Source: an optimization exercise on an open RTL-to-GDS flow (aim: small area, a short achievable clock period and few clock cycles). Production flows keep margins and buffers that such runs may drop.
Where RTL was checked, it was by simulation tests only, not by an equivalence proof against the original.
Only the layout flow was run in run 4; the RTL was not checked for function there.
No activity file was given, so power comes from the tool's default toggle rates.

--- config.mk ---
export PLATFORM = sky130hd
export DESIGN_NAME = ieee488_engine
export DESIGN_NICKNAME = ieee488_engine
export VERILOG_FILES = /design/flow/design.v
export SDC_FILE = /design/flow/constraint.sdc
export NUM_CORES = 4
export LEC_CHECK = 0
export CAP_MARGIN = 20
export CORE_MARGIN = 2
export CORE_UTILIZATION = 40
export SETUP_SLACK_MARGIN = 2.5
export SLEW_MARGIN = 20
--- constraint.sdc ---
create_clock -name core_clock -period 5.0 [get_ports {clk}]
set_input_delay 1.0000 -clock core_clock [delete_from_list [all_inputs] [get_ports {clk}]]
set_output_delay 1.0000 -clock core_clock [all_outputs]
set_load 0.01 [all_outputs]
--- design.v ---
module ieee488_engine (
    input  wire       clk,
    input  wire       rst,           
    input  wire [4:0] cfg_address,   
    input  wire       atn_in,
    input  wire       dav_in,
    input  wire       ndac_in,
    input  wire       nrfd_in,
    input  wire       eoi_in,
    input  wire       ifc_in,
    input  wire [7:0] data_in,
    output reg        dav_drv,
    output reg        eoi_drv,
    output reg        ndac_drv,
    output reg        nrfd_drv,
    output wire [7:0] data_out,
    output reg        data_talk,     
    output reg        ctrl_talk,     
    output wire       ext_req,
    output wire [3:0] ext_op,
    output wire [3:0] ext_sa,
    output wire [7:0] ext_wdata,
    input  wire       ext_ack,
    input  wire       ext_ok,
    input  wire [7:0] ext_rdata,
    input  wire       ext_last,
    input  wire       ext_eoi,
    output wire [5:0] cmd_len,
    input  wire [4:0] cmd_raddr,
    output wire [7:0] cmd_rdata
);
    localparam CMD_BUF_SIZE = 32;
    localparam [4:0] S_IDLE = 5'h00,    
                     S_CW   = 5'h01,    
                     S_RXD  = 5'h02,    
                     S_LW   = 5'h03,    
                     S_RXL  = 5'h04,    
                     S_WAL  = 5'h05,    
                     S_WAO  = 5'h06,    
                     S_WAT  = 5'h07,    
                     S_TXW  = 5'h08,    
                     S_TXD  = 5'h09,    
                     S_TXV  = 5'h0A,    
                     S_FW   = 5'h10,    
                     S_ST   = 5'h11,    
                     S_FR   = 5'h12,    
                     S_FE   = 5'h13,    
                     S_ADV  = 5'h14,    
                     S_RF   = 5'h15,    
                     S_DOS  = 5'h16,    
                     S_FO   = 5'h17,    
                     S_CLO  = 5'h18,    
                     S_FREE = 5'h19;    
    localparam [1:0] M_CMD    = 2'd0,
                     M_DATA   = 2'd1,
                     M_IGNORE = 2'd2;
    reg [4:0] state;
    reg [4:0] device_address;
    reg       listen_active;
    reg       talk_active;
    reg       command_received;
    reg       open_active;
    reg [3:0] open_sa;
    reg [5:0] command_length;
    reg [7:0] command_buffer [0:CMD_BUF_SIZE-1];
    reg       atn_received;
    reg       ifc_received;
    reg       atn_prev;
    reg [7:0] v;             
    reg       eoi;           
    reg [3:0] sa;            
    reg [1:0] mode;
    reg       last;
    reg       seen;          
    assign ext_req   = state[4];
    assign ext_op    = state[3:0];
    assign ext_sa    = sa;
    assign ext_wdata = v;
    assign data_out  = v;
    assign cmd_len   = command_length;
    assign cmd_rdata = command_buffer[cmd_raddr];
    wire atn_event = atn_prev & ~atn_in;
    wire ifc_now   = ifc_received | ~ifc_in;           
    wire abort_any = atn_received | ifc_now;           
    wire [2:0] cb_class = v[7:5];
    wire       is_unlisten = (v == 8'h3F);
    wire       is_untalk   = (v == 8'h5F);
    wire       is_listen   = (cb_class == 3'b001) & ~is_unlisten;
    wire       is_talk     = (cb_class == 3'b010) & ~is_untalk;
    wire       is_second   = (v[7:4] == 4'h6);
    wire       is_close    = (v[7:4] == 4'hE);
    wire       is_open     = (v[7:4] == 4'hF);
    wire       addr_match  = (v[4:0] == device_address);
    wire cmd_we = (state == S_RXL) && !abort_any && dav_in &&
                  mode == M_CMD && !command_length[5];
    always @(posedge clk) begin
        if (cmd_we)
            command_buffer[command_length[4:0]] <= v;
    end
    reg disp;    
    always @(posedge clk) begin
        disp = 1'b0;
        if (rst) begin
            state            <= S_IDLE;
            device_address   <= cfg_address;
            listen_active    <= 1'b0;
            talk_active      <= 1'b0;
            command_received <= 1'b0;
            open_active      <= 1'b0;
            command_length   <= 6'd0;
            atn_received     <= 1'b0;
            ifc_received     <= 1'b0;
            atn_prev         <= atn_in;
            dav_drv          <= 1'b0;
            eoi_drv          <= 1'b0;
            ndac_drv         <= 1'b0;
            nrfd_drv         <= 1'b0;
            data_talk        <= 1'b0;
            ctrl_talk        <= 1'b0;
        end else begin
            atn_prev <= atn_in;
            if (~ifc_in)
                ifc_received <= 1'b1;
            case (state)
                S_IDLE: disp = 1'b1;
                S_CW: begin
                    if (abort_any) begin
                        disp = 1'b1;
                    end else if (atn_in) begin
                        dav_drv   <= 1'b0;
                        eoi_drv   <= 1'b0;
                        ndac_drv  <= 1'b0;
                        nrfd_drv  <= 1'b0;
                        data_talk <= 1'b0;
                        ctrl_talk <= 1'b0;
                        state     <= S_IDLE;
                    end else if (~dav_in && ~nrfd_drv) begin
                        v        <= data_in;
                        nrfd_drv <= 1'b1;
                        ndac_drv <= 1'b0;
                        state    <= S_RXD;
                    end else begin
                        nrfd_drv  <= 1'b0;
                        ndac_drv  <= 1'b1;
                        data_talk <= 1'b0;
                    end
                end
                S_RXD: begin
                    if (abort_any) begin
                        disp = 1'b1;
                    end else if (dav_in) begin
                        ndac_drv <= 1'b1;
                        sa    <= v[3:0];
                        state <= S_CW;
                        if (is_unlisten) begin
                            listen_active <= 1'b0;
                            if (command_received) begin
                                if (open_active && open_sa != 4'd15) begin
                                    sa    <= open_sa;
                                    state <= S_FO;
                                end else begin
                                    state <= S_DOS;
                                end
                            end else begin
                                command_length   <= 6'd0;
                                open_active      <= 1'b0;
                            end
                        end else if (is_untalk) begin
                            talk_active <= 1'b0;
                        end else if (is_listen) begin
                            if (addr_match) begin
                                listen_active <= 1'b1;
                                talk_active   <= 1'b0;
                            end
                        end else if (is_talk) begin
                            if (addr_match) begin
                                talk_active   <= 1'b1;
                                listen_active <= 1'b0;
                            end
                        end else if (is_second) begin
                            if (listen_active)
                                state <= S_WAL;
                            else if (talk_active)
                                state <= S_WAT;
                        end else if (is_close) begin
                            if (listen_active)
                                state <= (v[3:0] == 4'd15) ? S_FREE : S_CLO;
                        end else if (is_open) begin
                            if (listen_active)
                                state <= S_WAO;
                        end
                    end
                end
                S_DOS, S_FO: begin
                    if (ext_ack) begin
                        command_length   <= 6'd0;
                        command_received <= 1'b0;
                        open_active      <= 1'b0;
                        nrfd_drv         <= 1'b0;
                        state            <= S_CW;
                    end
                end
                S_CLO: begin
                    if (ext_ack) begin
                        nrfd_drv <= 1'b0;
                        state    <= S_CW;
                    end
                end
                S_FREE: begin
                    if (ext_ack) begin
                        if (listen_active) begin
                            nrfd_drv <= 1'b0;
                            state    <= S_CW;
                        end else begin
                            device_address <= cfg_address;
                            dav_drv   <= 1'b0;
                            eoi_drv   <= 1'b0;
                            ndac_drv  <= 1'b0;
                            nrfd_drv  <= 1'b0;
                            data_talk <= 1'b0;
                            ctrl_talk <= 1'b0;
                            if (ifc_in)
                                ifc_received <= 1'b0;
                            state     <= S_IDLE;
                        end
                    end
                end
                S_WAL, S_WAO, S_WAT: begin
                    if (ifc_now) begin
                        disp = 1'b1;
                    end else if (atn_in) begin
                        if (state == S_WAT) begin
                            state <= S_FR;
                        end else if (state == S_WAO || sa == 4'd15) begin
                            if (state == S_WAO) begin
                                open_active <= 1'b1;
                                open_sa     <= sa;
                            end
                            mode      <= M_CMD;
                            nrfd_drv  <= 1'b0;
                            ndac_drv  <= 1'b1;
                            data_talk <= 1'b0;
                            state     <= S_LW;
                        end else begin
                            state <= S_FW;
                        end
                    end
                end
                S_FW: begin
                    if (ext_ack) begin
                        mode      <= ext_ok ? M_DATA : M_IGNORE;
                        nrfd_drv  <= 1'b0;
                        ndac_drv  <= 1'b1;
                        data_talk <= 1'b0;
                        state     <= S_LW;
                    end
                end
                S_LW: begin
                    if (abort_any) begin
                        disp = 1'b1;
                    end else if (~dav_in && ~nrfd_drv) begin
                        v        <= data_in;
                        nrfd_drv <= 1'b1;
                        ndac_drv <= 1'b0;
                        state    <= S_RXL;
                    end else begin
                        nrfd_drv  <= 1'b0;
                        ndac_drv  <= 1'b1;
                        data_talk <= 1'b0;
                    end
                end
                S_RXL: begin
                    if (abort_any) begin
                        disp = 1'b1;
                    end else if (dav_in) begin
                        ndac_drv <= 1'b1;
                        state    <= S_LW;
                        case (mode)
                            M_CMD: begin
                                command_received <= 1'b1;
                                if (!command_length[5])
                                    command_length <= command_length + 6'd1;
                            end
                            M_DATA: state <= S_ST;
                            default: ;
                        endcase
                    end
                end
                S_ST: begin
                    if (ext_ack) begin
                        if (!ext_ok) mode <= M_IGNORE;
                        nrfd_drv  <= 1'b0;
                        ndac_drv  <= 1'b1;
                        data_talk <= 1'b0;
                        state     <= S_LW;
                    end
                end
                S_FR: begin
                    if (ext_ack) begin
                        if (abort_any) begin
                            disp = 1'b1;
                        end else if (ext_ok) begin
                            ndac_drv  <= 1'b0;
                            nrfd_drv  <= 1'b0;
                            ctrl_talk <= 1'b1;
                            data_talk <= 1'b1;
                            state     <= S_FE;
                        end else begin
                            dav_drv   <= 1'b0;
                            eoi_drv   <= 1'b0;
                            ndac_drv  <= 1'b0;
                            nrfd_drv  <= 1'b0;
                            data_talk <= 1'b0;
                            ctrl_talk <= 1'b0;
                            state     <= S_IDLE;
                        end
                    end
                end
                S_FE: begin
                    if (ext_ack) begin
                        v    <= ext_rdata;
                        last <= ext_last;
                        eoi  <= ext_last & ext_eoi;
                        seen <= ~ndac_in;
                        if (abort_any) begin
                            dav_drv   <= 1'b0;
                            eoi_drv   <= 1'b0;
                            data_talk <= 1'b0;
                            ctrl_talk <= 1'b0;
                            disp = 1'b1;
                        end else if (~ndac_in && nrfd_in) begin
                            eoi_drv <= ext_last & ext_eoi;
                            state   <= S_TXD;
                        end else begin
                            state   <= S_TXW;
                        end
                    end
                end
                S_TXW: begin
                    if (abort_any) begin
                        dav_drv   <= 1'b0;
                        eoi_drv   <= 1'b0;
                        data_talk <= 1'b0;
                        ctrl_talk <= 1'b0;
                        disp = 1'b1;
                    end else if ((seen || ~ndac_in) && nrfd_in) begin
                        eoi_drv <= eoi;
                        state   <= S_TXD;
                    end else if (~ndac_in) begin
                        seen <= 1'b1;
                    end
                end
                S_TXD: begin
                    if (abort_any) begin
                        dav_drv   <= 1'b0;
                        eoi_drv   <= 1'b0;
                        data_talk <= 1'b0;
                        ctrl_talk <= 1'b0;
                        disp = 1'b1;
                    end else begin
                        dav_drv <= 1'b1;
                        seen    <= 1'b0;
                        state   <= S_TXV;
                    end
                end
                S_TXV: begin
                    if (abort_any) begin
                        dav_drv   <= 1'b0;
                        eoi_drv   <= 1'b0;
                        data_talk <= 1'b0;
                        ctrl_talk <= 1'b0;
                        disp = 1'b1;
                    end else if ((seen || ~nrfd_in) && ndac_in) begin
                        dav_drv <= 1'b0;
                        eoi_drv <= 1'b0;
                        if (!last) begin
                            state <= S_ADV;
                        end else if (eoi) begin
                            data_talk <= 1'b0;
                            ctrl_talk <= 1'b0;
                            state     <= S_IDLE;
                        end else begin
                            state <= S_RF;
                        end
                    end else if (~nrfd_in) begin
                        seen <= 1'b1;
                    end
                end
                S_ADV: if (ext_ack) state <= S_FE;
                S_RF: begin
                    if (ext_ack) begin
                        if (ext_ok) begin
                            state <= S_FE;
                        end else begin
                            data_talk <= 1'b0;
                            ctrl_talk <= 1'b0;
                            state     <= S_IDLE;
                        end
                    end
                end
                default: state <= S_IDLE;
            endcase
            if (disp) begin
                if (ifc_now) begin
                    listen_active    <= 1'b0;
                    talk_active      <= 1'b0;
                    command_received <= 1'b0;
                    open_active      <= 1'b0;
                    command_length   <= 6'd0;
                    sa               <= 4'd15;
                    state            <= S_FREE;
                end else if (atn_received) begin
                    atn_received <= 1'b0;
                    nrfd_drv     <= 1'b0;
                    ndac_drv     <= 1'b1;
                    data_talk    <= 1'b0;
                    state        <= S_CW;
                end else begin
                    state <= S_IDLE;
                end
            end
            if (atn_event) begin
                atn_received <= 1'b1;
                dav_drv      <= 1'b0;
                eoi_drv      <= 1'b0;
                data_talk    <= 1'b0;
                ctrl_talk    <= 1'b0;
                ndac_drv     <= 1'b1;
                nrfd_drv     <= 1'b1;
            end
        end
    end
endmodule
--- run.sh ---
#!/bin/bash
# synth_recipe.tcl (not shown) runs the flow's synth.tcl, then flattens the netlist and writes it again
# the make line also repeats each setting of config.mk as NAME=value (left out here)
make -C /OpenROAD-flow-scripts/flow DESIGN_CONFIG=/design/flow/config.mk WORK_HOME=/design/flow/orfs CLKGATE_MAP_FILE= SYNTH_SCRIPT=/design/flow/synth_recipe.tcl finish
==> impl_metrics.py, run 1 <==
metrics = {
    "run_status": {
        "status": "timing/DRC/antenna clean",
    },
    "sta": {
        "rsz0062_at_grt": "true",
        "period_minus_slack_ns": 3.84,
        "final_hold_viol_count": 0,
        "period_share_pct": 76.9,
        "tightest_slew_ns": 0.620,
        "relSlewSlack_pct": 58.4,
        "slew_violations": 0,
        "fmax_ghz": 0.260,
        "finalSetupTns_ns": 0,
        "setup_violations": 0,
        "fin_skew_ns": 0.0149,
    },
    "route": {
        "first_pass_iters": 5,
        "first_iter_violations": 899,
        "drtAntennaViolNets": 0,
        "via_count": 8688,
        "via_per_inst": 5.75,
        "totalWireLength_um": 37400,
        "drc": 0,
        "wl_per_cell_um": 24.8,
    },
    "critical_path": {
        "worst_path_max_delay_cell": "mux4_2",
        "path_buf_inv": 4,
        "critPathMaxFanout": 6,
        "start_kind": "primary input",
        "cp.required_ns": 4.00,
        "crit_arrival_ns": 2.84,
        "path_cells": "buf_16, buf_16, buf_12, mux4_2, mux4_2, mux2_4, buf_6",
        "criticalPathCategory": "in -> out",
        "end_kind": "primary output",
        "path_delay_family": "multiplexers",
        "slowest_delay_ns": 0.53,
    },
    "clock_tree": {
        "h-tree-depth": 1,
        "cts_tree": "yes",
        "clock_path_buffers": 3,
        "cts_made_buffers": 31,
        "cts_root_buf": "clkbuf_16",
        "clkTransAtPathRegs_ns": 0.06,
        "clock_sinks": 306,
        "clock_latency_ns": 0.58,
    },
    "place": {
        "gp_congestion": 0.924,
        "place_inst": 1379,
        "place_area_um2": 15200,
        "portBuffers": 81,
        "dp_hpwl_um": 22200,
    },
    "layout": {
        "stdcell_area_um2": 17500,
        "syn_to_final_growth_pct": 28.0,
        "final_cells": 1511,
        "num-nets-final": 1082,
        "drive_above_1_share_pct": 30.7,
        "fillerInstances": 2780,
    },
    "grt": {
        "grt_pass1_wl_um": 56500,
        "grt_overflow": 0,
        "met3_usage_pct": 3.52,
        "antenna_found_initial": 3,
        "grt_pass1_vias": 8749,
        "grt_usage_pct": 21.3,
        "met2_usage_pct": 34.7,
        "busiest_layer": "met2",
        "grt_max_degree": 29,
        "grt_util_met1_pct": 29.7,
    },
    "yosys": {
        "ys_seq_elements": 306,
        "syn-num-nets": 924,
        "synth_top_cell_by_area": "edfxtp_1",
        "async_reset_ff_share_pct": 0,
        "netlist_instances": 882,
        "synth_cell_types": 76,
        "synth_top_area_share_pct": 61.9,
        "netlist_area_um2": 13700,
        "synth-main-ff-cell": "edfxtp_1",
        "synth_edf_count": 282,
        "yosys-top-cells-area": "edfxtp_1 (62%), mux4_2 (13%), dfxtp_1 (3.5%)",
        "synth-seq-area-share_pct": 65.4,
        "synth_warnings": 1,
        "yosysMostFrequentCell": "edfxtp_1",
        "synth_common_cells": "edfxtp_1 (282), mux4_2 (80), nand2_1 (65)",
        "syn_avg_cell_area_um2": 15.5,
    },
    "flow_run": {
        "cap_violations": 0,
    },
    "min_path": {
        "worstHoldPathType": "reg -> reg",
    },
    "power_and_ir_drop": {
        "leakagePower_nw": 5.83,
        "ir_drop_mv": 0.296,
        "power-per-cell-area_nw_per_um2": 385,
    },
    "die": {
        "io-pin-count": 83,
        "dieArea_um2": 35700,
        "die_y_um": 189,
        "initial_core_util_pct": 40.7,
        "rows": 67,
        "core_um2": 33600,
        "die_w_um": 189,
    },
}
==> what timing repair did <==
action / CTS / global route
pin swaps: 11 / 4
endpoints found under the hold margin: 0 / 0
cloned: 14 / 0
endpoints found under the setup margin: 322 / 180
hold buffers: 0 / 0
resized for setup: 173 / 15
buffers inserted: 54 / 8
==> registers in the layout (all words and copies together) (netlist names), 2 cells and up <==
signal,count
command_buffer,256
command_length,6
device_address,5
mode,2
open_sa,4
sa,4
state,5
v,8
==> cell usage in the layout (no fill, tap or decap), drive strengths merged, types with 6 or more instances in the layout <==
master / count
nand3: 19
mux2: 9
clkdlybuf4s50: 32
nand2: 65
or3b: 6
a211oi: 9
a21oi: 35
nand3b: 7
dlygate4sd2: 31
edfxtp: 282
or2: 6
clkbuf: 39
bufbuf: 10
mux4: 80
xnor2: 7
nor2b: 11
a31oi: 7
nor3: 25
inv: 13
dfxtp: 24
clkinv: 15
buf: 107
nor2: 65
nor3b: 10
nand4: 12
nand2b: 14
o21ai: 30
==> per-stage QoR <==
stage                     power, W  worst slack, ns  utilization [%]  hold WS, ns
after floorplan            0.00393             1.49                -        0.458
after global placement     0.00430            0.516             45.3        0.489
after detailed placement   0.00430            0.507             45.3        0.496
after CTS                  0.00673             1.14             51.8        0.504
after global routing       0.00700             1.14             52.1        0.534
final                      0.00675             1.16             52.1        0.502
==> worst register-to-register path, delay by kind of cell (launching register included) <==
kind	cells	cell delay [ns]
simple gates	4	1.27
flops	1	0.36
buf+inv	4	0.59
==> power by group <==
part | internal, W | total, W | leakage [nW] | switching, W
logic | 0.000778 | 0.00174 | 2.65 | 0.000960
clock network | 0.00118 | 0.00215 | 0.453 | 0.000963
registers | 0.00282 | 0.00286 | 2.73 | 0.0000412
==> cell type report <==
cell class                      instances  area (um2)  share of cell area (%)
Tap cell                              448         561                    3.20
Clock inverter                         18         131                   0.750
Antenna cell                            2        5.00                  0.0286
Sequential cell                       306        8970                    51.2
Clock buffer                           36         795                    4.53
Timing Repair Buffer                  185        2310                    13.2
Inverter                               13        48.8                   0.278
Multi-Input combinational cell        503        4710                    26.9
==> routing by layer <==
layer / vias up / routed length (um)
met5: - / 0
met4: 0 / 1210
met3: 71 / 2540
met2: 338 / 17800
met1: 4426 / 15800
li1: 3853 / -
==> worst paths after layout <==
| kind | from | to | slack, ns | cells after the start |
|---|---|---|---|---|
| max | cmd_raddr[0] | cmd_rdata[2] | 1.16 | 7 |
| min | sa[1] | open_sa[1] | 0.50 | 0 |
| max reg2reg | state[3] | command_buffer[15][5] | 2.48 | 8 |
| min reg2reg | sa[1] | open_sa[1] | 0.50 | 0 |
==> logic make-up after synthesis <==
| logic type | Yosys count | share of synthesized area [%] |
|---|---|---|
| AND/OR/NAND/NOR | 272 | 10.6 |
| multiplexers | 90 | 14.0 |
| flip-flops | 306 | 65.4 |
| AO/OA/AOI/OAI | 130 | 6.50 |
| buffers and inverters | 73 | 2.77 |
| XOR/XNOR | 7 | 0.448 |
| adder cells (fa/ha/maj) | 4 | 0.366 |
Testbench counts, summed over its fixed seeds: cycles 28,870.
==> inputs of run 2 (changes only) <==
--- a/config.mk
+++ b/config.mk
@@ -8,5 +8,4 @@
 export CAP_MARGIN = 20
 export CORE_MARGIN = 2
 export CORE_UTILIZATION = 40
-export SETUP_SLACK_MARGIN = 2.5
 export SLEW_MARGIN = 20
==> impl_metrics.py, run 2 <==
metrics = {
    "run_status": {
        "status": "timing/DRC/antenna clean",
    },
    "yosys": {
        "synth_warnings": 1,
        "synth_top_area_share_pct": 61.9,
        "synth_top_cell_by_area": "edfxtp_1",
        "netlist_instances": 882,
        "synth-main-ff-cell": "edfxtp_1",
        "yosysMostFrequentCell": "edfxtp_1",
        "synth_cell_types": 76,
        "yosys-top-cells-area": "edfxtp_1 (62%), mux4_2 (13%), dfxtp_1 (3.5%)",
        "syn_avg_cell_area_um2": 15.5,
        "netlist_area_um2": 13700,
        "ys_seq_elements": 306,
        "synth-seq-area-share_pct": 65.4,
        "synth_edf_count": 282,
        "synth_common_cells": "edfxtp_1 (282), mux4_2 (80), nand2_1 (65)",
        "syn-num-nets": 924,
        "async_reset_ff_share_pct": 0,
    },
    "min_path": {
        "worstHoldPathType": "reg -> reg",
        "hold_end": "atn_received",
        "hp-start": "atn_prev",
        "whs_path_depth": 2,
    },
    "sta": {
        "tightest_slew_ns": 0.989,
        "period_minus_slack_ns": 4.46,
        "setup_violations": 0,
        "fin_skew_ns": 0.0224,
        "relSlewSlack_pct": 34.1,
        "rsz0062_at_grt": "false",
        "fmax_ghz": 0.224,
        "whs_ns": 0.483,
        "final_hold_viol_count": 0,
        "period_share_pct": 89.3,
        "finalSetupTns_ns": 0,
        "slew_violations": 0,
    },
    "layout": {
        "stdcell_area_um2": 16200,
        "antenna_cells": 0,
        "largest_reg_flops": 256,
        "syn_to_final_growth_pct": 18.1,
        "fin_util_pct": 48.1,
        "drive_above_1_share_pct": 20.5,
        "final_cell_mix": "edfxtp_1 (282), mux4_2 (80), clkdlybuf4s50_1 (79)",
        "mostFrequentLayoutCell": "edfxtp_1",
        "final_cells": 1451,
        "num-nets-final": 1023,
    },
    "die": {
        "die_w_um": 189,
        "rows": 67,
        "io-pin-count": 83,
        "die_y_um": 189,
        "initial_core_util_pct": 40.7,
        "dieArea_um2": 35700,
        "core_um2": 33600,
    },
    "clock_tree": {
        "clkTransAtPathRegs_ns": 0.05,
        "cts_root_buf": "clkbuf_16",
        "clock_sinks": 306,
        "post_cts_buffers": 0,
        "clock_latency_ns": 0.51,
        "h-tree-depth": 2,
        "cts_made_buffers": 34,
        "cts_resized": 0,
        "postCtsHoldBufs": 0,
        "clock_path_buffers": 3,
        "cts_tree": "yes",
    },
    "critical_path": {
        "crit_arrival_ns": 3.46,
        "worstRegToRegCells": 5,
        "end_kind": "primary output",
        "start_kind": "primary input",
        "critPathMaxFanout": 24,
        "cp.required_ns": 4.00,
        "reg2reg_from": "state[0]",
        "criticalPathCategory": "in -> out",
        "r2r-end": "command_buffer[29][7]",
        "r2r_slack_ns": 2.03,
    },
    "grt": {
        "met3_usage_pct": 3.15,
        "met2_usage_pct": 31.0,
        "grt_max_degree": 65,
        "antenna_found_initial": 2,
        "grt_overflow": 0,
        "grt_pass1_vias": 8212,
        "grt_pass1_wl_um": 50600,
        "grt_usage_pct": 18.8,
        "busiest_layer": "met2",
        "grt_util_met1_pct": 25.7,
    },
    "place": {
        "dp_hpwl_um": 22000,
        "place_area_um2": 15100,
        "portBuffers": 81,
        "place_inst": 1393,
        "gp_congestion": 0.898,
    },
    "route": {
        "wl_per_cell_um": 22.9,
        "drtAntennaViolNets": 0,
        "first_iter_violations": 904,
        "totalWireLength_um": 33200,
        "via_per_inst": 5.64,
        "via_count": 8187,
        "drc": 0,
        "first_pass_iters": 6,
    },
    "power_and_ir_drop": {
        "ir_drop_mv": 0.350,
        "power-per-cell-area_nw_per_um2": 415,
        "leakagePower_nw": 5.13,
    },
    "flow_run": {
        "cap_violations": 0,
    },
}
## run 2: where the power goes
part	leakage (nW)	internal, W	switching, W
Combinational	1.87	0.000542	0.000835
Sequential	2.73	0.00282	0.0000651
Clock	0.530	0.00145	0.000991
## run 2: per-stage QoR
stage	total power [W]	setup slack (ns)
after floorplan	0.00391	1.22
after global placement	0.00429	0.514
after detailed placement	0.00429	0.506
after CTS	0.00674	0.503
after global routing	0.00698	0.439
final	0.00670	0.536
## run 2: layout make-up
class / instances / area, um2
Clock buffer: 41 / 898
Tap cell: 448 / 561
Sequential cell: 306 / 8950
Timing Repair Buffer: 123 / 1160
Inverter: 13 / 48.8
Clock inverter: 17 / 193
Multi-Input combinational cell: 503 / 4360
Fill cell: 2871 / 17400
## run 2: how the worst max path moves through the flow
stage | startpoint | end | slack (ns)
final | cmd_raddr[0] | cmd_rdata[6] | 0.54
after global routing | cmd_raddr[0] | cmd_rdata[7] | 0.44
after CTS | cmd_raddr[0] | cmd_rdata[7] | 0.50
after detailed placement | cmd_raddr[0] | cmd_rdata[7] | 0.51
after global placement | cmd_raddr[0] | cmd_rdata[7] | 0.51
after floorplan | cmd_raddr[0] | cmd_rdata[0] | 1.22
## run 2: cell families (layout without fill, tap and decap cells)
| logic type | Yosys count | in the layout | synth area share [%] |
|---|---|---|---|
| compound gates | 130 | 130 | 6.50 |
| xor+xnor | 7 | 7 | 0.448 |
| fa+ha+maj | 4 | 4 | 0.366 |
| buf+inv | 73 | 194 | 2.77 |
| flops | 306 | 306 | 65.4 |
| mux | 90 | 90 | 14.0 |
| simple gates | 272 | 272 | 10.6 |
## run 2: metal layers
metal  vias to the layer above  wire length [um]
li1                       3714                 -
met1                      4114             14000
met2                       293             16200
met3                        66              2080
met4                         0               922
met5                         -                 0
## run 2: critical path, stage by stage
cell	delay [ns]
buf_4	0.26
buf_12	0.26
mux4_2	0.58
mux4_2	0.53
mux2_2	0.30
clkdlybuf4s50_1	0.49
==> inputs of run 3 (changes only) <==
--- a/config.mk
+++ b/config.mk
@@ -8,4 +8,5 @@
 export CAP_MARGIN = 20
 export CORE_MARGIN = 2
 export CORE_UTILIZATION = 40
+export SETUP_SLACK_MARGIN = 1.5
 export SLEW_MARGIN = 20
==> impl_metrics.py, run 3 <==
metrics = {
    "route": {
        "via_count": 8414,
        "drc": 0,
        "wl_per_cell_um": 23.2,
        "first_pass_iters": 5,
        "first_iter_violations": 838,
        "drtAntennaViolNets": 0,
        "totalWireLength_um": 34400,
        "via_per_inst": 5.67,
    },
    "critical_path": {
        "start_kind": "primary input",
        "worstRegToRegCells": 6,
        "worst_path_max_delay_cell": "mux4_2",
        "critPathMaxFanout": 8,
        "path_cells": "buf_16, buf_16, buf_8, buf_16, mux4_2, mux4_2, mux2_4, buf_6",
        "end_kind": "primary output",
        "path_delay_family": "multiplexers",
        "path_buf_inv": 5,
        "worstSetupPathDepth": 8,
        "crit_arrival_ns": 2.95,
        "r2r-end": "command_buffer[6][5]",
        "reg2reg_from": "state[4]",
        "crit_path_frequent_cell": "buf_16",
        "r2r_slack_ns": 2.05,
        "criticalPathCategory": "in -> out",
        "slowest_delay_ns": 0.51,
        "cp.required_ns": 4.00,
    },
    "grt": {
        "grt_pass1_vias": 8357,
        "met3_usage_pct": 3.63,
        "met2_usage_pct": 32.1,
        "busiest_layer": "met2",
        "grt_overflow": 0,
        "grt_pass1_wl_um": 51700,
        "antenna_found_initial": 0,
        "grt_max_degree": 42,
        "grt_util_met1_pct": 25.7,
        "grt_usage_pct": 19.3,
    },
    "power_and_ir_drop": {
        "power_w": 0.00671,
        "leakagePower_nw": 5.44,
        "power-per-cell-area_nw_per_um2": 400,
        "ir_drop_mv": 0.222,
    },
    "clock_tree": {
        "clock_latency_ns": 0.51,
        "clock_sinks": 306,
        "clock_path_buffers": 3,
        "h-tree-depth": 2,
        "cts_made_buffers": 34,
        "cts_tree": "yes",
        "cts_root_buf": "clkbuf_16",
        "clkTransAtPathRegs_ns": 0.05,
    },
    "layout": {
        "largest_reg_flops": 256,
        "seq_area_um2": 8950,
        "stdcell_area_um2": 16800,
        "num-nets-final": 1054,
        "antenna_cells": 0,
        "final_cell_mix": "edfxtp_1 (282), mux4_2 (80), clkdlybuf4s50_1 (71)",
        "multi_input_area_um2": 4440,
        "syn_to_final_growth_pct": 22.5,
        "drive_above_1_share_pct": 25.2,
        "fillerInstances": 2808,
        "mostFrequentLayoutCell": "edfxtp_1",
    },
    "die": {
        "core_um2": 33600,
        "die_w_um": 189,
        "die_y_um": 189,
        "initial_core_util_pct": 40.7,
        "dieArea_um2": 35700,
        "rows": 67,
        "io-pin-count": 83,
    },
    "yosys": {
        "synth_top_area_share_pct": 61.9,
        "yosysMostFrequentCell": "edfxtp_1",
        "ys_seq_elements": 306,
        "syn-num-nets": 924,
        "synth_warnings": 1,
        "synth_edf_count": 282,
        "yosys-top-cells-area": "edfxtp_1 (62%), mux4_2 (13%), dfxtp_1 (3.5%)",
        "synth_common_cells": "edfxtp_1 (282), mux4_2 (80), nand2_1 (65)",
        "async_reset_ff_share_pct": 0,
        "netlist_area_um2": 13700,
        "netlist_instances": 882,
        "synth_cell_types": 76,
        "synth_top_cell_by_area": "edfxtp_1",
        "syn_avg_cell_area_um2": 15.5,
        "synth-seq-area-share_pct": 65.4,
        "synth-main-ff-cell": "edfxtp_1",
    },
    "run_status": {
        "status": "timing/DRC/antenna clean",
    },
    "sta": {
        "final_hold_viol_count": 0,
        "setup_violations": 0,
        "fmax_ghz": 0.253,
        "tightest_slew_ns": 0.943,
        "finalSetupTns_ns": 0,
        "period_share_pct": 79.0,
        "rsz0062_at_grt": "true",
        "slew_violations": 0,
        "layout_setup_ws_ns": 1.05,
        "fin_skew_ns": 0.0101,
        "relSlewSlack_pct": 37.1,
        "period_minus_slack_ns": 3.95,
    },
    "min_path": {
        "whs_path_depth": 2,
        "hold_end": "atn_received",
        "hp-start": "atn_prev",
        "worstHoldPathType": "reg -> reg",
    },
    "place": {
        "dp_hpwl_um": 22100,
        "portBuffers": 81,
        "dpl_worst_slack_ns": 0.675,
        "gp_congestion": 0.954,
        "place_area_um2": 15100,
    },
    "flow_run": {
        "cap_violations": 0,
    },
}
-- run 3: cell counts after synthesis --
No cell type changed its count.
-- run 3: layout make-up --
cell class | count | area share, %
inverter | 13 | 0.291
sequential | 306 | 53.3
multi-input combinational | 503 | 26.5
tap | 448 | 3.34
timing repair buffer | 154 | 10.3
clock inverter | 16 | 0.865
clock buffer | 43 | 5.40
-- run 3: how the worst max path moves through the flow --
stage	slack, ns	to	start
2_1_floorplan	1.49	cmd_rdata[0]	cmd_raddr[0]
3_3_place_gp	0.66	cmd_rdata[5]	cmd_raddr[1]
3_5_place_dp	0.67	cmd_rdata[5]	cmd_raddr[1]
4_1_cts	1.01	cmd_rdata[6]	cmd_raddr[0]
5_1_grt	1.00	cmd_rdata[6]	cmd_raddr[0]
6_report	1.05	cmd_rdata[6]	cmd_raddr[0]
-- run 3: worst reg2reg max path, delay by kind of cell, from the launching register on --
| family | cells | cell delay (ns) |
|---|---|---|
| buf+inv | 1 | 0.25 |
| flops | 1 | 0.29 |
| simple gates | 5 | 2.04 |
-- run 3: kinds of logic after synthesis --
kind of cell               count (synthesis)  share of synthesized area, %
buffers and inverters                     73                          2.77
AOI/OAI and AO/OA                        130                          6.50
DFF                                      306                          65.4
and+or+nand+nor                          272                          10.6
xor gates and xnor gates                   7                         0.448
muxes                                     90                          14.0
adders and majority gates                  4                         0.366
-- run 3: what timing repair did --
| action | in CTS | in global routing |
|---|---|---|
| setup endpoints to repair | 24 | 136 |
| hold buffers | 0 | 0 |
| resized for setup | 63 | 19 |
| buffers inserted | 20 | 6 |
| cloned | 8 | 0 |
-- run 3: report_power, final --
part / total, W / switching (W) / leakage, nW / internal (W)
combinational: 0.00148 / 0.000887 / 2.20 / 0.000594
sequential: 0.00286 / 0.0000394 / 2.73 / 0.00282
clock: 0.00237 / 0.000978 / 0.517 / 0.00139
-- run 3: layer usage --
metal | routed length [um] | vias to the layer above
li1 | - | 3775
met1 | 14900 | 4308
met2 | 16800 | 255
met3 | 1710 | 76
met4 | 1040 | 0
met5 | 0 | -
-- run 3: through the flow --
step           hold WS [ns]  utilization, %  instances
6_report              0.502            49.9       1483
4_1_cts               0.508            49.5       1477
5_1_grt               0.547            49.9       1483
2_1_floorplan         0.458               -        882
3_3_place_gp          0.492            44.9       1390
3_5_place_dp          0.500            44.9       1390
==> inputs of run 4 (changes only) <==
--- a/design.v
+++ b/design.v
@@ -63,6 +63,7 @@
     reg [3:0] open_sa;
     reg [5:0] command_length;
     reg [7:0] command_buffer [0:CMD_BUF_SIZE-1];
+    wire [31:0] rsel = 32'd1 << cmd_raddr;    
     reg       atn_received;
     reg       ifc_received;
     reg       atn_prev;
@@ -78,7 +79,16 @@
     assign ext_wdata = v;
     assign data_out  = v;
     assign cmd_len   = command_length;
-    assign cmd_rdata = command_buffer[cmd_raddr];
+    genvar gb, gw;
+    generate
+        for (gb = 0; gb < 8; gb = gb + 1) begin : g_rd
+            wire [31:0] col;
+            for (gw = 0; gw < CMD_BUF_SIZE; gw = gw + 1) begin : g_w
+                assign col[gw] = command_buffer[gw][gb];
+            end
+            assign cmd_rdata[gb] = |(col & rsel);
+        end
+    endgenerate
     wire atn_event = atn_prev & ~atn_in;
     wire ifc_now   = ifc_received | ~ifc_in;           
     wire abort_any = atn_received | ifc_now;           
--- a/config.mk
+++ b/config.mk
@@ -8,5 +8,5 @@
 export CAP_MARGIN = 20
 export CORE_MARGIN = 2
 export CORE_UTILIZATION = 40
-export SETUP_SLACK_MARGIN = 1.5
+export SETUP_SLACK_MARGIN = 2.5
 export SLEW_MARGIN = 20
==> impl_metrics.py, run 4 <==
metrics = {
    "run_status": {
        "status": "timing/DRC/antenna clean",
    },
    "die": {
        "rows": 66,
        "die_w_um": 186,
        "dieArea_um2": 34800,
        "core_um2": 32700,
        "die_y_um": 186,
        "initial_core_util_pct": 40.7,
        "io-pin-count": 83,
    },
    "clock_tree": {
        "postCtsHoldBufs": 0,
        "clock_path_buffers": 3,
        "cts_made_buffers": 34,
        "clkTransAtPathRegs_ns": 0.05,
        "clock_latency_ns": 0.52,
        "h-tree-depth": 2,
        "clock_sinks": 306,
        "cts_tree": "yes",
        "cts_root_buf": "clkbuf_16",
    },
    "place": {
        "dp_hpwl_um": 30200,
        "gp_congestion": 0.931,
        "portBuffers": 81,
        "place_inst": 1566,
    },
    "critical_path": {
        "crit_arrival_ns": 2.83,
        "end_kind": "primary output",
        "critPathMaxFanout": 6,
        "criticalPathCategory": "in -> out",
        "start_kind": "primary input",
        "cp.required_ns": 4.00,
    },
    "yosys": {
        "netlist_instances": 1035,
        "netlist_area_um2": 13300,
        "yosysMostFrequentCell": "edfxtp_1",
        "synth_adder_area_share_pct": 0.376,
        "synth-compound-area-share_pct": 14.2,
        "ys_seq_elements": 306,
        "synth_edf_count": 282,
        "syn-num-nets": 1077,
        "synthSimpleGateAreaFrac_pct": 13.9,
        "synth_cell_types": 73,
        "yosys.area_share.xor_xnor_pct": 0.460,
        "yosys-top-cells-area": "edfxtp_1 (64%), a22oi_1 (4.5%), dfxtp_1 (3.6%)",
        "synth_top_area_share_pct": 63.6,
        "syn_avg_cell_area_um2": 12.9,
        "synth_top_cell_by_area": "edfxtp_1",
        "async_reset_ff_share_pct": 0,
        "synth_top_family_by_area": "compound AO/OA/AOI/OAI gates",
        "synth_mux_area_share_pct": 1.31,
        "synth-main-ff-cell": "edfxtp_1",
        "synth_warnings": 1,
        "synth_common_cells": "edfxtp_1 (282), nor2_1 (107), a22oi_1 (79)",
        "synth-seq-area-share_pct": 67.2,
    },
    "power_and_ir_drop": {
        "ir_drop_mv": 0.194,
        "leakagePower_nw": 6.17,
        "power_w": 0.00668,
        "power-per-cell-area_nw_per_um2": 367,
    },
    "grt": {
        "grt_usage_pct": 27.1,
        "grt_pass1_vias": 9973,
        "grt_overflow": 0,
        "grt_max_degree": 35,
        "grt_pass1_wl_um": 69000,
        "antenna_found_initial": 5,
    },
    "sta": {
        "period_minus_slack_ns": 3.83,
        "final_hold_viol_count": 0,
        "relSlewSlack_pct": 50.5,
        "finalSetupTns_ns": 0,
        "tightest_slew_ns": 0.737,
        "setup_violations": 0,
        "slew_violations": 0,
        "fmax_ghz": 0.261,
        "fin_skew_ns": 0.0164,
        "rsz0062_at_grt": "true",
        "period_share_pct": 76.7,
    },
    "layout": {
        "final_cell_mix": "edfxtp_1 (282), buf_4 (117), a22oi_1 (65)",
        "final_cells": 1736,
        "drive_above_1_share_pct": 30.2,
        "fillerInstances": 2698,
        "seq_area_um2": 8960,
        "num-nets-final": 1311,
        "syn_to_final_growth_pct": 36.7,
        "largest_reg_flops": 256,
        "multi_input_area_um2": 4770,
        "mostFrequentLayoutCell": "edfxtp_1",
    },
    "route": {
        "via_per_inst": 6.23,
        "totalWireLength_um": 47900,
        "via_count": 10816,
        "drtAntennaViolNets": 0,
        "wl_per_cell_um": 27.6,
        "drc": 0,
        "first_pass_iters": 5,
        "first_iter_violations": 1545,
    },
    "flow_run": {
        "cap_violations": 0,
    },
    "min_path": {
        "worstHoldPathType": "reg -> reg",
    },
}
run 4: per-stage QoR:
stage / instance area [um2] / hold slack, ns / worst slack, ns / utilization (%)
after floorplan: 13800 / 0.463 / 1.69 / -
after global placement: 15300 / 0.453 / 0.0327 / 46.9
after detailed placement: 15300 / 0.454 / 0.0182 / 46.9
after CTS: 17900 / 0.465 / 1.23 / 54.8
after global routing: 18200 / 0.477 / 1.14 / 55.7
final: 18200 / 0.456 / 1.17 / 55.7
run 4: worst paths after layout:
| kind | slack (ns) | cells past startpoint | startpoint | end |
|---|---|---|---|---|
| setup / recovery | 1.17 | 10 | cmd_raddr[3] | cmd_rdata[3] |
| hold / removal | 0.46 | 2 | eoi_drv | eoi_drv |
| setup reg to reg | 2.55 | 7 | state[2] | command_buffer[2][0] |
| hold reg to reg | 0.46 | 2 | eoi_drv | eoi_drv |
run 4: kinds of logic after synthesis:
logic type	after synthesis
adders and majority gates	4
DFF	306
AOI/OAI and AO/OA	264
and+or+nand+nor	361
xor gates and xnor gates	7
buffers and inverters	77
muxes	16
run 4: cell type report:
class                      instances  area share (%)
sequential                       306            49.2
multi-input combinational        652            26.2
timing repair buffer             257            15.2
clock buffer                      46            5.27
tap                              442            3.04
clock inverter                    13           0.577
inverter                          18           0.406
antenna                            2          0.0275
run 4: critical path, stage by stage:
cell	delay, ns
buf_12	0.11
buf_12	0.13
or3b_4	0.45
nor2_4	0.24
buf_6	0.15
buf_6	0.09
a22oi_2	0.08
and4_1	0.23
nand4_1	0.17
buf_2	0.16
run 4: repair_timing:
| action | 4_1_cts | 5_1_grt |
|---|---|---|
| endpoints found under the setup margin | 342 | 40 |
| cloned | 8 | 1 |
| resized for setup | 230 | 44 |
| hold endpoints to repair | 0 | 0 |
| setup buffers | 84 | 16 |
| pin swaps | 44 | 34 |
run 4: metal layers:
metal	GRT usage (%)	wire length (um)
met5	0	12
met4	9.07	1810
met3	4.59	5580
met2	41.7	21500
met1	39.1	19100
run 4: power by group:
group	total, W	internal (W)	switching (W)	leakage (nW)
Clock	0.00241	0.00141	0.00101	0.506
Combinational	0.00142	0.000594	0.000826	2.94
Sequential	0.00285	0.00281	0.0000369	2.73

-- what the ideal ports hide --
The flow's constraints put no driver on any port. The routed layouts listed below were extracted and timed again, unchanged, in two steps. Step 1 assumes that a clkbuf_16 drives the clock port and a buf_2 every other input. Step 2 adds t to the input delays and takes it off the output delays; t is the mean of the earliest and latest rising clock arrival at the registers after step 1. Input paths then give back, and output paths get back, about the clock's delay inside the block. a / b / c = ideal ports / drivers / drivers and shift; a / b = the first two.
run	t (ns)	slack for setup (ns)	worst hold slack (ns)	worst setup path at the end	worst register clock-pin slew, ns
run 1	0.615	1.156 / 0.989 / 0.989	0.502 / 0.502 / 0.502	input to output	0.07 / 0.07
run 2	0.552	0.536 / 0.509 / 0.509	0.483 / 0.483 / 0.483	input to output	0.06 / 0.06
run 3	0.557	1.051 / 0.963 / 0.963	0.502 / 0.502 / 0.502	input to output	0.06 / 0.06
run 4	0.561	1.166 / 1.109 / 1.109	0.456 / 0.456 / 0.456	input to output	0.06 / 0.06
After both steps setup and hold are still met in every run listed. For run 1, which loses most, drivers alone change the setup slack by -0.167 ns; drivers and shift together by -0.167 ns.
